Context: an optimization exercise on an open-source flow, tuned for small area, a short achievable clock period and few clock cycles per item. The choices shown serve that exercise and are no tape-out recipe. No run shown here included a check of the RTL's function; only the layout flow was run. Power is estimated from default activity; no workload was simulated.

$ cat config.mk
export PLATFORM = sky130hd
export DESIGN_NAME = fsync_refmgr
export DESIGN_NICKNAME = fsync_refmgr
export VERILOG_FILES = /design/flow/design.v
export SDC_FILE = /design/flow/constraint.sdc
export NUM_CORES = 4
export LEC_CHECK = 0
export CAP_MARGIN = 20
export CORE_MARGIN = 2
export CORE_UTILIZATION = 40
export SETUP_SLACK_MARGIN = 4.5
export SLEW_MARGIN = 20
$ cat constraint.sdc
create_clock -name core_clock -period 8.0 [get_ports {clk}]
set_input_delay 1.6000 -clock core_clock [delete_from_list [all_inputs] [get_ports {clk}]]
set_output_delay 1.6000 -clock core_clock [all_outputs]
set_load 0.01 [all_outputs]
$ cat design.v
module fsync_evq #(
    parameter DEPTH = 32,
    parameter AW    = 5,
    parameter W     = 17
) (
    input  wire          clk,
    input  wire          rst,
    input  wire          clear,
    input  wire          push,
    input  wire [W-1:0]  push_data,
    input  wire          pop,
    output wire [W-1:0]  head_data,
    output wire [W-1:0]  last_data,
    output reg  [AW:0]   count
);
    reg [DEPTH*W-1:0] sr;
    reg               wq_push;    
    reg [W-1:0]       wq_data;    
    reg [AW-1:0]      pidx;       
    reg               pempty;     
    assign head_data = pempty ? wq_data : sr[pidx*W +: W];
    assign last_data = wq_data;
    always @(posedge clk) begin
        wq_data <= push_data;
        if (wq_push)
            sr <= {sr[(DEPTH-1)*W-1:0], wq_data};
    end
    always @(posedge clk) begin
        if (rst || clear) begin
            count   <= {(AW+1){1'b0}};
            wq_push <= 1'b0;
            pidx    <= {AW{1'b1}};
            pempty  <= 1'b1;
        end else begin
            wq_push <= push;
            if (push)
                count <= count + 1'b1;
            else if (pop)
                count <= count - 1'b1;
            if (wq_push && !pop) begin
                pidx   <= pidx + 1'b1;
                pempty <= 1'b0;
            end else if (!wq_push && pop) begin
                pidx   <= pidx - 1'b1;
                pempty <= (pidx == {AW{1'b0}});
            end
        end
    end
endmodule
module fsync_ring #(
    parameter DEPTH = 16,
    parameter AW    = 4,
    parameter W     = 16
) (
    input  wire          clk,
    input  wire          rst,
    input  wire          clear,
    input  wire          push,
    input  wire [W-1:0]  push_data,
    input  wire          pop,
    output wire [W-1:0]  head_data,
    output reg  [AW:0]   count
);
    reg [DEPTH*W-1:0] sr;
    reg               wr;         
    reg [AW-1:0]      hidx;       
    assign head_data = sr[hidx*W +: W];
    always @(posedge clk) begin
        if (wr)
            sr <= {sr[(DEPTH-1)*W-1:0], push_data};
    end
    always @(posedge clk) begin
        if (rst || clear) begin
            wr    <= 1'b0;
            count <= {(AW+1){1'b0}};
            hidx  <= {AW{1'b1}};
        end else begin
            wr <= push;
            if (push) begin
                count <= count + 1'b1;
                hidx  <= hidx + 1'b1;
            end else if (pop) begin
                count <= count - 1'b1;
                hidx  <= hidx - 1'b1;
            end
        end
    end
endmodule
module fsync_refmgr (
    input  wire        clk,
    input  wire        rst,
    input  wire        cmd_valid,
    output wire        cmd_ready,
    input  wire [31:0] cmd,
    output reg         done,
    output reg  [7:0]  status_code,
    output reg  [7:0]  last_opc,
    output reg  [31:0] result0,
    output reg  [31:0] result1,
    output reg         direction,
    output reg  [1:0]  p_refs,
    output reg  [1:0]  ref_count,
    output reg  [15:0] ref0,
    output reg  [15:0] ref1,
    output reg  [1:0]  prep_count,
    output reg  [15:0] prep0,
    output reg  [15:0] prep1,
    output wire [4:0]  ring_count,
    output reg  [31:0] next_display,
    output wire [5:0]  evq_count
);
    localparam MAX_REFS = 2;
    localparam RING_CAP = 16;
    localparam EVQ_CAP  = 32;
    localparam OP_NOP        = 8'h00;
    localparam OP_RESET      = 8'h01;
    localparam OP_EV_POP     = 8'h02;
    localparam OP_SET_DIR    = 8'h40;
    localparam OP_SET_PREFS  = 8'h41;
    localparam OP_REF_PREP   = 8'h42;
    localparam OP_REF_UPD    = 8'h43;
    localparam OP_POST_DEC   = 8'h44;
    localparam OP_REV_REMOVE = 8'h45;
    localparam ST_OK          = 8'h00;
    localparam ST_SELF_REF    = 8'h04;
    localparam ST_EMPTY       = 8'h05;
    localparam ST_INSUFF_REFS = 8'h14;
    localparam ST_ILLEGAL     = 8'h20;
    localparam ST_RING_FULL   = 8'h23;
    localparam ST_EVQ_FULL    = 8'h24;
    localparam ST_NOT_IN_LIST = 8'h25;
    localparam ST_STATE       = 8'h26;
    reg         idle;             
    reg         drain;            
    reg         rel2;             
    reg         cmd_v;
    assign cmd_ready = idle;
    reg  [7:0]  opc;
    reg         fld, refb;
    reg  [1:0]  ptype;
    reg  [15:0] frame;
    reg         op_ill, op_reset, op_pop, op_dir, op_prefs;
    reg         op_prep, op_upd, op_post, op_rem;
    wire [7:0] i_opc = cmd[31:24];
    wire       i_z23 = (cmd[23:0] == 24'd0);
    wire       i_z21 = (cmd[23:21] == 3'd0);
    wire       i_pt0 = (cmd[18:16] == 3'd0);
    wire       i_dir   = (i_opc == OP_SET_DIR) && (cmd[23:1] == 23'd0);
    wire       i_prefs = (i_opc == OP_SET_PREFS) && (cmd[23:2] == 22'd0) && (cmd[1] ^ cmd[0]);
    wire       i_prep  = (i_opc == OP_REF_PREP) && i_z21 && !cmd[19] && !cmd[18];
    wire       i_upd   = (i_opc == OP_REF_UPD) && i_z21 && i_pt0;
    wire       i_post  = (i_opc == OP_POST_DEC) && i_z21 && !cmd[20] && i_pt0;
    wire       i_rem   = (i_opc == OP_REV_REMOVE) && i_z21 && !cmd[19] && i_pt0;
    wire       i_nop   = (i_opc == OP_NOP) && i_z23;
    wire       i_reset = (i_opc == OP_RESET) && i_z23;
    wire       i_pop   = (i_opc == OP_EV_POP) && i_z23;
    wire       i_ill   = !(i_nop || i_reset || i_pop || i_dir || i_prefs ||
                           i_prep || i_upd || i_post || i_rem);
    always @(posedge clk) begin
        if (idle) begin
            opc      <= i_opc;
            fld      <= cmd[20];
            refb     <= cmd[19];
            ptype    <= cmd[17:16];
            frame    <= cmd[15:0];
            op_ill   <= i_ill;
            op_reset <= i_reset;
            op_pop   <= i_pop;
            op_dir   <= i_dir;
            op_prefs <= i_prefs;
            op_prep  <= i_prep;
            op_upd   <= i_upd;
            op_post  <= i_post;
            op_rem   <= i_rem;
        end
    end
    always @(posedge clk) begin
        if (rst)
            cmd_v <= 1'b0;
        else if (idle)
            cmd_v <= cmd_valid;
    end
    wire exec = idle && cmd_v;
    reg         evq_clear;
    reg         evq_push;
    reg  [16:0] evq_push_data;
    reg         evq_pop;
    wire [16:0] evq_head;
    wire [16:0] evq_last;
    reg         ring_clear;
    reg         ring_push;
    reg         ring_pop;
    wire [15:0] ring_head;
    fsync_evq #(.DEPTH(EVQ_CAP), .AW(5), .W(17)) u_evq (
        .clk       (clk),
        .rst       (rst),
        .clear     (evq_clear),
        .push      (evq_push),
        .push_data (evq_push_data),
        .pop       (evq_pop),
        .head_data (evq_head),
        .last_data (evq_last),
        .count     (evq_count)
    );
    fsync_ring #(.DEPTH(RING_CAP), .AW(4), .W(16)) u_ring (
        .clk       (clk),
        .rst       (rst),
        .clear     (ring_clear),
        .push      (ring_push),
        .push_data (evq_last[15:0]),
        .pop       (ring_pop),
        .head_data (ring_head),
        .count     (ring_count)
    );
    reg [1:0] req;
    always @(*) begin
        case (ptype)
            2'd1:    req = p_refs;
            2'd2:    req = 2'd2;
            default: req = 2'd0;
        endcase
    end
    wire evq_full  = evq_count[5];                               
    wire evq_room2 = (evq_count <= 6'd30);
    wire [6:0] evq_need = {1'b0, evq_count} + {2'b00, ring_count};
    wire evq_room_drain = (evq_need <= 7'd31);                   
    wire ring_full = ring_count[4];
    wire hit0 = (ref_count != 2'd0) && (ref0 == frame);
    wire hit1 = ref_count[1] && (ref1 == frame);
    reg  [31:0] pop_disp;
    wire [31:0] nd_inc = next_display + 32'd1;
    always @(*) begin
        evq_clear     = 1'b0;
        evq_push      = 1'b0;
        evq_push_data = {op_post, frame};
        evq_pop       = 1'b0;
        ring_clear    = 1'b0;
        ring_push     = 1'b0;
        ring_pop      = 1'b0;
        if (drain) begin
            evq_push      = 1'b1;
            evq_push_data = {1'b1, ring_head};
            ring_pop      = 1'b1;
        end else if (rel2) begin
            evq_push      = 1'b1;
            evq_push_data = evq_last;
        end else if (exec) begin
            if (op_reset) begin
                evq_clear  = 1'b1;
                ring_clear = 1'b1;
            end
            if (op_pop)
                evq_pop = (evq_count != 6'd0);
            if (op_upd) begin
                if (refb && fld && ref_count == MAX_REFS) begin
                    evq_push      = !evq_full;
                    evq_push_data = {1'b0, ref0};
                end else if (!refb) begin
                    evq_push      = !evq_full;
                end
            end
            if (op_post) begin
                if (!direction)
                    evq_push = !evq_full;
                else if (!refb)
                    ring_push = !ring_full;
                else
                    evq_push = evq_room_drain;
            end
            if (op_rem)
                evq_push = (hit0 || hit1) && (fld ? evq_room2 : !evq_full);
        end
    end
    always @(posedge clk) begin
        if (rst) begin
            idle         <= 1'b1;
            drain        <= 1'b0;
            rel2         <= 1'b0;
            done         <= 1'b0;
            status_code  <= ST_OK;
            last_opc     <= 8'h00;
            result0      <= 32'd0;
            result1      <= 32'd0;
            direction    <= 1'b0;
            p_refs       <= 2'd1;
            ref_count    <= 2'd0;
            ref0         <= 16'd0;
            ref1         <= 16'd0;
            prep_count   <= 2'd0;
            prep0        <= 16'd0;
            prep1        <= 16'd0;
            next_display <= 32'd0;
            pop_disp     <= 32'd0;
        end else begin
            done <= 1'b0;
            if (drain) begin
                next_display <= nd_inc;
                result1      <= nd_inc;
                if (ring_count == 5'd1) begin
                    drain <= 1'b0;
                    idle  <= 1'b1;
                    done  <= 1'b1;
                end
            end else if (rel2) begin
                rel2 <= 1'b0;
                idle <= 1'b1;
                done <= 1'b1;
            end else if (exec) begin
                last_opc    <= opc;
                done        <= 1'b1;
                status_code <= op_ill ? ST_ILLEGAL : ST_OK;
                if (op_reset) begin
                    result0      <= 32'd0;
                    result1      <= 32'd0;
                    ref_count    <= 2'd0;
                    ref0         <= 16'd0;
                    ref1         <= 16'd0;
                    prep_count   <= 2'd0;
                    prep0        <= 16'd0;
                    prep1        <= 16'd0;
                    next_display <= 32'd0;
                    pop_disp     <= 32'd0;
                end
                if (op_pop) begin
                    if (evq_count == 6'd0) begin
                        status_code <= ST_EMPTY;
                        result0     <= 32'd0;
                        result1     <= 32'd0;
                    end else begin
                        result0 <= {2'b00, evq_head[16], !evq_head[16], 12'd0, evq_head[15:0]};
                        if (evq_head[16]) begin
                            result1  <= pop_disp;
                            pop_disp <= pop_disp + 32'd1;
                        end else begin
                            result1  <= 32'd0;
                        end
                    end
                end
                if (op_dir) begin
                    if (ring_count != 5'd0)
                        status_code <= ST_STATE;
                    else
                        direction <= frame[0];
                end
                if (op_prefs)
                    p_refs <= frame[1:0];
                if (op_prep) begin
                    if (ref_count >= req) begin
                        prep_count <= req;
                        result0    <= {30'd0, req};
                        if (req == 2'd2) begin
                            prep0 <= ref0;
                            prep1 <= ref1;
                        end else if (req == 2'd1) begin
                            prep0 <= ref_count[1] ? ref1 : ref0;
                            prep1 <= 16'd0;
                        end else begin
                            prep0 <= 16'd0;
                            prep1 <= 16'd0;
                        end
                    end else if (fld && req == 2'd1 && ref_count == 2'd0) begin
                        prep_count  <= 2'd1;
                        prep0       <= frame;
                        prep1       <= 16'd0;
                        result0     <= 32'd1;
                        status_code <= ST_SELF_REF;
                    end else begin
                        prep_count  <= 2'd0;
                        prep0       <= 16'd0;
                        prep1       <= 16'd0;
                        result0     <= 32'd0;
                        status_code <= ST_INSUFF_REFS;
                    end
                end
                if (op_upd) begin
                    if (refb && fld) begin
                        if (ref_count == MAX_REFS) begin
                            if (evq_full) begin
                                status_code <= ST_EVQ_FULL;
                            end else begin
                                ref0    <= ref1;
                                ref1    <= frame;
                                result0 <= {30'd0, ref_count};
                            end
                        end else begin
                            if (ref_count == 2'd0)
                                ref0 <= frame;
                            else
                                ref1 <= frame;
                            ref_count <= ref_count + 2'd1;
                            result0   <= {30'd0, ref_count + 2'd1};
                        end
                    end else if (!refb) begin
                        if (evq_full)
                            status_code <= ST_EVQ_FULL;
                        else
                            result0 <= {30'd0, ref_count};
                    end else begin
                        result0 <= {30'd0, ref_count};
                    end
                end
                if (op_post) begin
                    if (!direction) begin
                        if (evq_full) begin
                            status_code <= ST_EVQ_FULL;
                        end else begin
                            next_display <= nd_inc;
                            result0      <= 32'd1;
                            result1      <= nd_inc;
                        end
                    end else if (!refb) begin
                        if (ring_full) begin
                            status_code <= ST_RING_FULL;
                        end else begin
                            result0 <= 32'd0;
                            result1 <= next_display;
                        end
                    end else begin
                        if (!evq_room_drain) begin
                            status_code <= ST_EVQ_FULL;
                        end else begin
                            next_display <= nd_inc;
                            result0      <= {27'd0, ring_count} + 32'd1;
                            result1      <= nd_inc;
                            if (ring_count != 5'd0) begin
                                drain <= 1'b1;
                                idle  <= 1'b0;
                                done  <= 1'b0;
                            end
                        end
                    end
                end
                if (op_rem) begin
                    if (!(hit0 || hit1)) begin
                        status_code <= ST_NOT_IN_LIST;
                    end else if (fld ? !evq_room2 : evq_full) begin
                        status_code <= ST_EVQ_FULL;
                    end else begin
                        if (hit0)
                            ref0 <= ref1;
                        ref1      <= 16'd0;
                        ref_count <= ref_count - 2'd1;
                        result0   <= {30'd0, ref_count - 2'd1};
                        if (fld) begin
                            rel2 <= 1'b1;
                            idle <= 1'b0;
                            done <= 1'b0;
                        end
                    end
                end
            end
        end
    end
endmodule
$ cat run.sh
#!/bin/bash
# synth_recipe.tcl (not shown) runs the flow's synth.tcl, then flattens the netlist and writes it again
# the make line also repeats each setting of config.mk as NAME=value (left out here)
make -C /OpenROAD-flow-scripts/flow DESIGN_CONFIG=/design/flow/config.mk WORK_HOME=/design/flow/orfs CLKGATE_MAP_FILE= SYNTH_SCRIPT=/design/flow/synth_recipe.tcl finish
==> impl_metrics.yaml, run 1 <==
drt:
  ant_nets: 0
  routed_wl_um: 114100
  via_count: 27700
  dr.pass1.iters: 8
  drc: 0
  viasPerCell: 5.787
  drt_iter0_markers: 3083
  wl_per_cell_um: 23.83
final_layout:
  fin_area_mm2: 0.05354
  n_antenna_cell: 0
  nets: 3243
  fin_util_pct: 47.01
  fin_cells: 4787
  drive_gt1_share_pct: 17.92
  syn_to_final_growth_pct: 17.14
synth:
  synthArstFlopShare_pct: 0
  synthCells: 2980
  ys_types: 91
  synth-xor-area-share_pct: 1.511
  synth_top_area_share_pct: 56.04
  synth_seq_cells: 1094
  yosys-top-cells-count: "edfxtp_1 (853), mux4_2 (243), dfxtp_1 (241)"
  synth_mux_area_share_pct: 13.20
  ys_seq_area_share_pct: 66.60
  syn_avg_cell_area_um2: 15.34
  yosysMostFrequentCell: "edfxtp_1"
  synthFlopType: "edfxtp_1"
  netlist_area_mm2: 0.04570
  yosys_warnings: 3
  yosys.area.top_type: "edfxtp_1"
  synth_top_family_by_area: "multiplexers"
  synth_fa_ha_area_share_pct: 0.9691
  synth_compound_area_share_pct: 8.087
  synth.area.top_cells: "edfxtp_1 (56%), mux4_2 (12%), dfxtp_1 (11%), nand2_1 (1.8%), a22oi_1 (1.4%)"
  synth-simple-area-share_pct: 7.167
  synth_edf_count: 853
sta:
  fmax_mhz: 284.6
  finalHoldViolations: 0
  setup_viol: 0
  maxSlewViolCount: 0
  min_period_ns: 3.513
  fin_crit_sh_pct: 43.92
  fin_worst_skew_ns: 0.02282
  worst_pin_slew_ns: 1.139
  relSlewSlack_pct: 23.59
  rsz0062_at_grt: "yes"
  setup_tns_ns: 0
  worst_slack_ns: 4.487
grt:
  grt_use_met1_pct: 28.14
  grt_pass1_vias: 26730
  grt_use_met3_pct: 4.045
  grt_pass1_wl_um: 172700
  overflow: 0
  grt_busiest_layer: "met2"
  grt_max_degree: 190
  grtUsageTotal_pct: 19.14
  met2_usage_pct: 28.45
  antenna_found_initial: 0
job:
  maxCapViolations: 0
floorplan:
  start_util_pct: 40.13
  core_mm2: 0.1139
  die_w_um: 342.0
  chipHeight_um: 342.0
  die_area_mm2: 0.1170
  io_pins: 231
  row_count: 124
worst_setup_path:
  r2r-start: "u_ring.count[0]"
  worst_path_max_delay_cell: "or4_4"
  cp.arrival_ns: 4.07
  r2r_slack_ns: 4.49
  start_kind: "flop"
  crit_end: "u_evq.count[5]"
  ff2ff_path_depth: 17
  critPathMaxStageDelay_ns: 0.50
  worstSetupStartpoint: "u_ring.count[0]"
  crit_type: "reg -> reg"
  cp_max_fo: 6
  cp-end-kind: "flop"
  crit_chain: "ha_1 > inv_1 > fa_1 > nand2_1 > or4_4 > a211o_4 > a31oi_4 > a21oi_4 > ha_1 > a21o_1 > a21oi_2 > o21bai_1 > a21oi_1 > nor2b_2 > o21ai_2 > a21oi_2 > nor3b_2"
  rr_endpoint: "u_evq.count[5]"
  cp_data_required_time_ns: 8.55
power:
  p_switching_mw: 2.388
  p_per_area_mw_per_mm2: 214.5
  p_leak_nw: 17.63
  p_seq_share_pct: 53.0
  pwr-share-clk_pct: 45.6
  power_frac_comb_pct: 1.3
  vdd_drop_max_mv: 0.1683
  internal-power_mw: 9.098
  switching_share_pct: 20.79
place:
  dp.final_hpwl_um: 71080
  dpl_cell_area_mm2: 0.04941
  gp_congestion: 0.8789
  placed_cells: 4556
  place_ws_ns: 3.698
  numPortBuffers: 227
min_path:
  min_delay_path_depth: 0
  hold_path.class: "reg -> reg"
  min_from: "u_ring.sr[163]"
cts:
  root_buffer: "clkbuf_16"
  cts_hold_buf: 0
  cts_tree: "done"
  clock_sinks: 1094
  clk_path_buf_depth: 3
  cts_buffers: 115
  clk_pin_slew_worst_paths_ns: 0.06
  htreeDepth: 3
  insertion_delay_ns: 0.70
outcome:
  status: "timing/DRC/antenna clean"
worst min-delay path by stage:
stage | slack, ns | end
detailed placement | 0.43 | u_ring.sr[193]
global route | 0.44 | u_ring.sr[83]
global placement | 0.42 | u_evq.sr[339]
CTS | 0.44 | u_evq.sr[473]
floorplan | 0.42 | u_evq.sr[119]
finish | 0.43 | u_ring.sr[179]
sequential cells by signal, summed over array words and instances, names as in the netlist, 8 cells and up:
signal	cells
prep1	16
last_opc	8
u_evq.wq_data	17
u_evq.sr	544
prep0	16
u_ring.sr	256
result0	32
pop_disp	32
result1	32
ref0	16
frame	16
ref1	16
opc	8
next_display	32
critical path: cells and delay by family, from the launching register on:
family / cells / cell delay (ns)
compound gates: 9 / 1.51
fa+ha+maj: 3 / 0.65
buf+inv: 1 / 0.07
flops: 1 / 0.36
simple gates: 4 / 0.78
what timing repair did:
item / CTS / global route
buffers inserted: 6 / 6
setup endpoints to repair: 110 / 159
pin swaps: 6 / 6
gates resized for setup: 50 / 37
gates cloned: 2 / 0
per-layer routing:
metal	up-vias	wire length (µm)
met5	-	0
li1	12220	-
met2	980	51670
met1	14300	50690
met3	198	8426
met4	0	3272
power groups by stage:
stage / sequential, mW / clock [mW] / combinational (mW)
6_report: 6.09 / 5.24 / 0.155
5_1_grt: 6.09 / 5.60 / 0.165
4_1_cts: 6.09 / 5.37 / 0.149
3_5_place_dp: 6.21 / 0 / 0.148
3_3_place_gp: 6.22 / 0 / 0.148
2_1_floorplan: 6.19 / 0 / 0.0841
per-stage QoR:
step / hold slack, ns / total power [mW]
after global routing: 0.4450 / 11.85
after floorplan: 0.4207 / 6.277
final: 0.4310 / 11.49
after CTS: 0.4409 / 11.61
after global placement: 0.4223 / 6.364
after detailed placement: 0.4280 / 6.363
cells by family after synthesis:
group,after synthesis
xor gates and xnor gates,78
other,1
buffers and inverters,257
muxes,299
AOI/OAI and AO/OA,542
adders and majority gates,33
DFF,1094
and+or+nand+nor,676
placed cells by master (no fill, tap or decap), types with 31 or more instances in the layout:
cell,netlist,final
clkbuf_16,0,116
clkdlybuf4s50_1,0,217
nand3_1,92,91
a22oi_1,84,84
a21oi_1,107,102
inv_1,45,43
dfxtp_2,0,31
xor2_1,43,43
mux2i_1,56,56
nor2_1,154,147
nand2_1,217,214
dfxtp_1,241,201
buf_4,20,43
edfxtp_1,853,853
nor3_1,36,34
xnor2_1,34,34
mux4_2,243,243
o21ai_0,102,99
cell type report:
| class | count | area (µm²) |
|---|---|---|
| fill | 9766 | 60340 |
| multi-input combinational | 1631 | 14360 |
| sequential | 1094 | 30510 |
| clock inverter | 72 | 585.6 |
| inverter | 47 | 176.4 |
| timing repair buffer | 286 | 2888 |
| clock buffer | 145 | 3122 |
| tap | 1512 | 1892 |
==> inputs of run 2 (changes only) <==
--- a/config.mk
+++ b/config.mk
@@ -8,5 +8,5 @@
 export CAP_MARGIN = 20
 export CORE_MARGIN = 2
 export CORE_UTILIZATION = 40
-export SETUP_SLACK_MARGIN = 4.5
+export SETUP_SLACK_MARGIN = 5
 export SLEW_MARGIN = 20
==> impl_metrics.yaml, run 2 <==
outcome:
  status: "timing/DRC/antenna clean"
cts:
  htreeDepth: 3
  cts_buffers: 115
  root_buffer: "clkbuf_16"
  clock_sinks: 1094
  clk_pin_slew_worst_paths_ns: 0.06
  insertion_delay_ns: 0.72
  clk_path_buf_depth: 3
  cts_tree: "done"
grt:
  grtUsageTotal_pct: 19.45
  grt_pass1_wl_um: 175100
  antenna_found_initial: 1
  grt_max_degree: 196
  grt_pass1_vias: 27440
  overflow: 0
synth:
  yosys.area.top_type: "edfxtp_1"
  ys_seq_area_share_pct: 66.60
  synth_edf_count: 853
  synthArstFlopShare_pct: 0
  netlist_area_mm2: 0.04570
  synth_seq_cells: 1094
  synth.area.top_cells: "edfxtp_1 (56%), mux4_2 (12%), dfxtp_1 (11%), nand2_1 (1.8%), a22oi_1 (1.4%)"
  synthCells: 2980
  yosys_warnings: 3
  ys_types: 91
  synthFlopType: "edfxtp_1"
  synth_top_area_share_pct: 56.04
  syn_avg_cell_area_um2: 15.34
  yosys-top-cells-count: "edfxtp_1 (853), mux4_2 (243), dfxtp_1 (241)"
  yosysMostFrequentCell: "edfxtp_1"
drt:
  drc: 0
  routed_wl_um: 116400
  ant_nets: 0
  viasPerCell: 5.795
  dr.pass1.iters: 8
  wl_per_cell_um: 23.93
  drt_iter0_markers: 2856
  via_count: 28190
floorplan:
  io_pins: 231
  die_area_mm2: 0.1170
  chipHeight_um: 342.0
  core_mm2: 0.1139
  die_w_um: 342.0
  start_util_pct: 40.13
  row_count: 124
final_layout:
  largest_reg_flops: 544
  n_antenna_cell: 0
  fin_area_mm2: 0.05489
  fillCellCount: 9721
  layout_commonest_cell: "edfxtp_1"
  drive_gt1_share_pct: 25.72
  syn_to_final_growth_pct: 20.10
  reg_top3: "u_evq.sr (544), u_ring.sr (256)"
  top_register: "u_evq.sr"
  nets: 3323
  final_cell_mix: "edfxtp_1 (853), mux4_2 (243), nand2_1 (210), nor2_1 (146), dfxtp_1 (128)"
worst_setup_path:
  start_kind: "flop"
  cp_data_required_time_ns: 8.60
  r2r_slack_ns: 4.66
  crit_family: "simple AND/OR/NAND/NOR gates"
  crit_path_frequent_cell: "ha_4"
  worstSetupStartpoint: "u_evq.count[4]"
  path_depth: 14
  rr_endpoint: "u_evq.count[5]"
  worst_path_max_delay_cell: "or4_4"
  crit_type: "reg -> reg"
  cp_max_fo: 6
  cp-end-kind: "flop"
  ff2ff_path_depth: 14
  crit_chain: "ha_4 > nand3_2 > or4_4 > a211o_4 > a31oi_4 > a21oi_4 > buf_6 > ha_4 > inv_1 > o21bai_1 > a21oi_1 > or3_1 > a21oi_2 > nor3b_2"
  r2r-start: "u_evq.count[4]"
  cp.arrival_ns: 3.94
  critPathBufInv: 2
  critPathMaxStageDelay_ns: 0.51
  crit_end: "u_evq.count[5]"
power:
  pwr-share-clk_pct: 45.5
  p_per_area_mw_per_mm2: 208.5
  p_switching_mw: 2.388
  switching_share_pct: 20.87
  p_seq_share_pct: 53.0
  power_frac_comb_pct: 1.5
  internal-power_mw: 9.055
  p_leak_nw: 18.74
  fin_total_pwr_mw: 11.44
  vdd_drop_max_mv: 0.2005
sta:
  relSlewSlack_pct: 26.73
  min_period_ns: 3.340
  setup_viol: 0
  fin_crit_sh_pct: 41.75
  fin_worst_skew_ns: 0.03984
  fmax_mhz: 299.4
  setup_tns_ns: 0
  rsz0062_at_grt: "yes"
  worst_pin_slew_ns: 1.099
  holdWs_ns: 0.4205
  finalHoldViolations: 0
  maxSlewViolCount: 0
place:
  dp.final_hpwl_um: 69340
  dpl_cell_area_mm2: 0.04946
  gp_congestion: 0.8647
  numPortBuffers: 227
min_path:
  hold_path.class: "reg -> reg"
  min_from: "u_ring.sr[45]"
job:
  maxCapViolations: 0
[run 2: cell types whose count changed in the layout (fill, tap and decap cells not counted), moves of 49 or more]
cell             previous run  this run
dfxtp_1                   201       128
clkdlybuf4s50_1           217        18
dfxtp_4                     9        80
clkdlybuf4s15_2             0        49
buf_4                      43       101
dlygate4sd2_1               9        69
[run 2: per-stage QoR]
step | cells | util, % | setup slack (ns)
2_1_floorplan | 2982 | - | 2.178
3_3_place_gp | 4553 | 43.43 | 3.459
3_5_place_dp | 4553 | 43.43 | 3.406
4_1_cts | 4825 | 47.69 | 4.539
5_1_grt | 4864 | 48.20 | 4.559
6_report | 4864 | 48.20 | 4.660
[run 2: layout make-up]
type	instances	area [µm²]	area share, %
clock buffer	151	3177	5.787
inverter	47	182.7	0.3328
clock inverter	63	506.7	0.9232
timing repair buffer	364	3567	6.499
multi-input combinational	1633	14790	26.94
sequential	1094	30780	56.08
tap	1512	1892	3.446
[run 2: worst min path at each step]
stage,end,slack [ns],cells after the start
finish,u_ring.sr[61],0.42,0
global route,u_ring.sr[51],0.44,0
CTS,u_ring.sr[51],0.43,0
detailed placement,u_ring.sr[176],0.43,0
global placement,u_ring.sr[208],0.42,0
floorplan,u_evq.sr[119],0.42,0
[run 2: what timing repair did]
action                     in CTS  in global routing
pin swaps                      32                 30
gates resized for setup       708                 75
setup endpoints to repair     393                136
hold buffers                    0                  0
cloned                          5                  0
setup buffers                  53                 39
[run 2: worst reg2reg max path: cells and delay by family, from the launching register on]
kind,cells,cell delay (ns)
AND/OR/NAND/NOR,4,1.07
AO/OA/AOI/OAI,6,1.03
adder cells (fa/ha/maj),2,0.57
flip-flops,1,0.38
buffers and inverters,2,0.18
[run 2: kinds of logic after synthesis]
group           share of synthesized area, %
flops                                  66.60
simple gates                           7.167
compound gates                         8.087
mux                                    13.20
buf+inv                                2.456
xor+xnor                               1.511
fa+ha+maj                             0.9691
other cells                         0.008205
[run 2: metal layers]
metal  global-route usage [%]  part of all wire, %
met5                        0                    0
met4                    6.926                  3.3
met3                    3.612                  7.8
met2                    29.12                   45
met1                    28.44                   44
[run 2: power groups by stage]
stage | logic (mW) | registers (mW) | clock network (mW)
2_1_floorplan | 0.0847 | 6.19 | 0
3_3_place_gp | 0.149 | 6.21 | 0
3_5_place_dp | 0.149 | 6.21 | 0
4_1_cts | 0.155 | 6.07 | 5.35
5_1_grt | 0.182 | 6.06 | 5.57
6_report | 0.170 | 6.07 | 5.21

==> what the ideal ports hide <==
The flow's constraints put no driver on any port. The routed layouts listed below were extracted and timed again, unchanged, in two steps. Step 1: set_driving_cell puts a clkbuf_16 on clk and a buf_2 on each other input, an assumption about the parent block. Step 2 also shifts input and output timing later by t, the mid clock arrival at the registers, as if the neighbouring blocks saw the same clock. Three values: no drivers, after step 1, after step 2; two values: the first two.
run	shift t [ns]	slack for setup (ns)	hold WS [ns]	pins driven straight from the clock port
run 1	0.758	4.487 / 4.474 / 3.937	0.431 / 0.431 / 0.431	1
run 2	0.774	4.660 / 4.660 / 4.247	0.421 / 0.421 / 0.421	1
After both steps setup and hold are still met in every run listed. For run 1, which loses most, drivers alone change the setup slack by -0.013 ns; drivers and shift together by -0.550 ns.
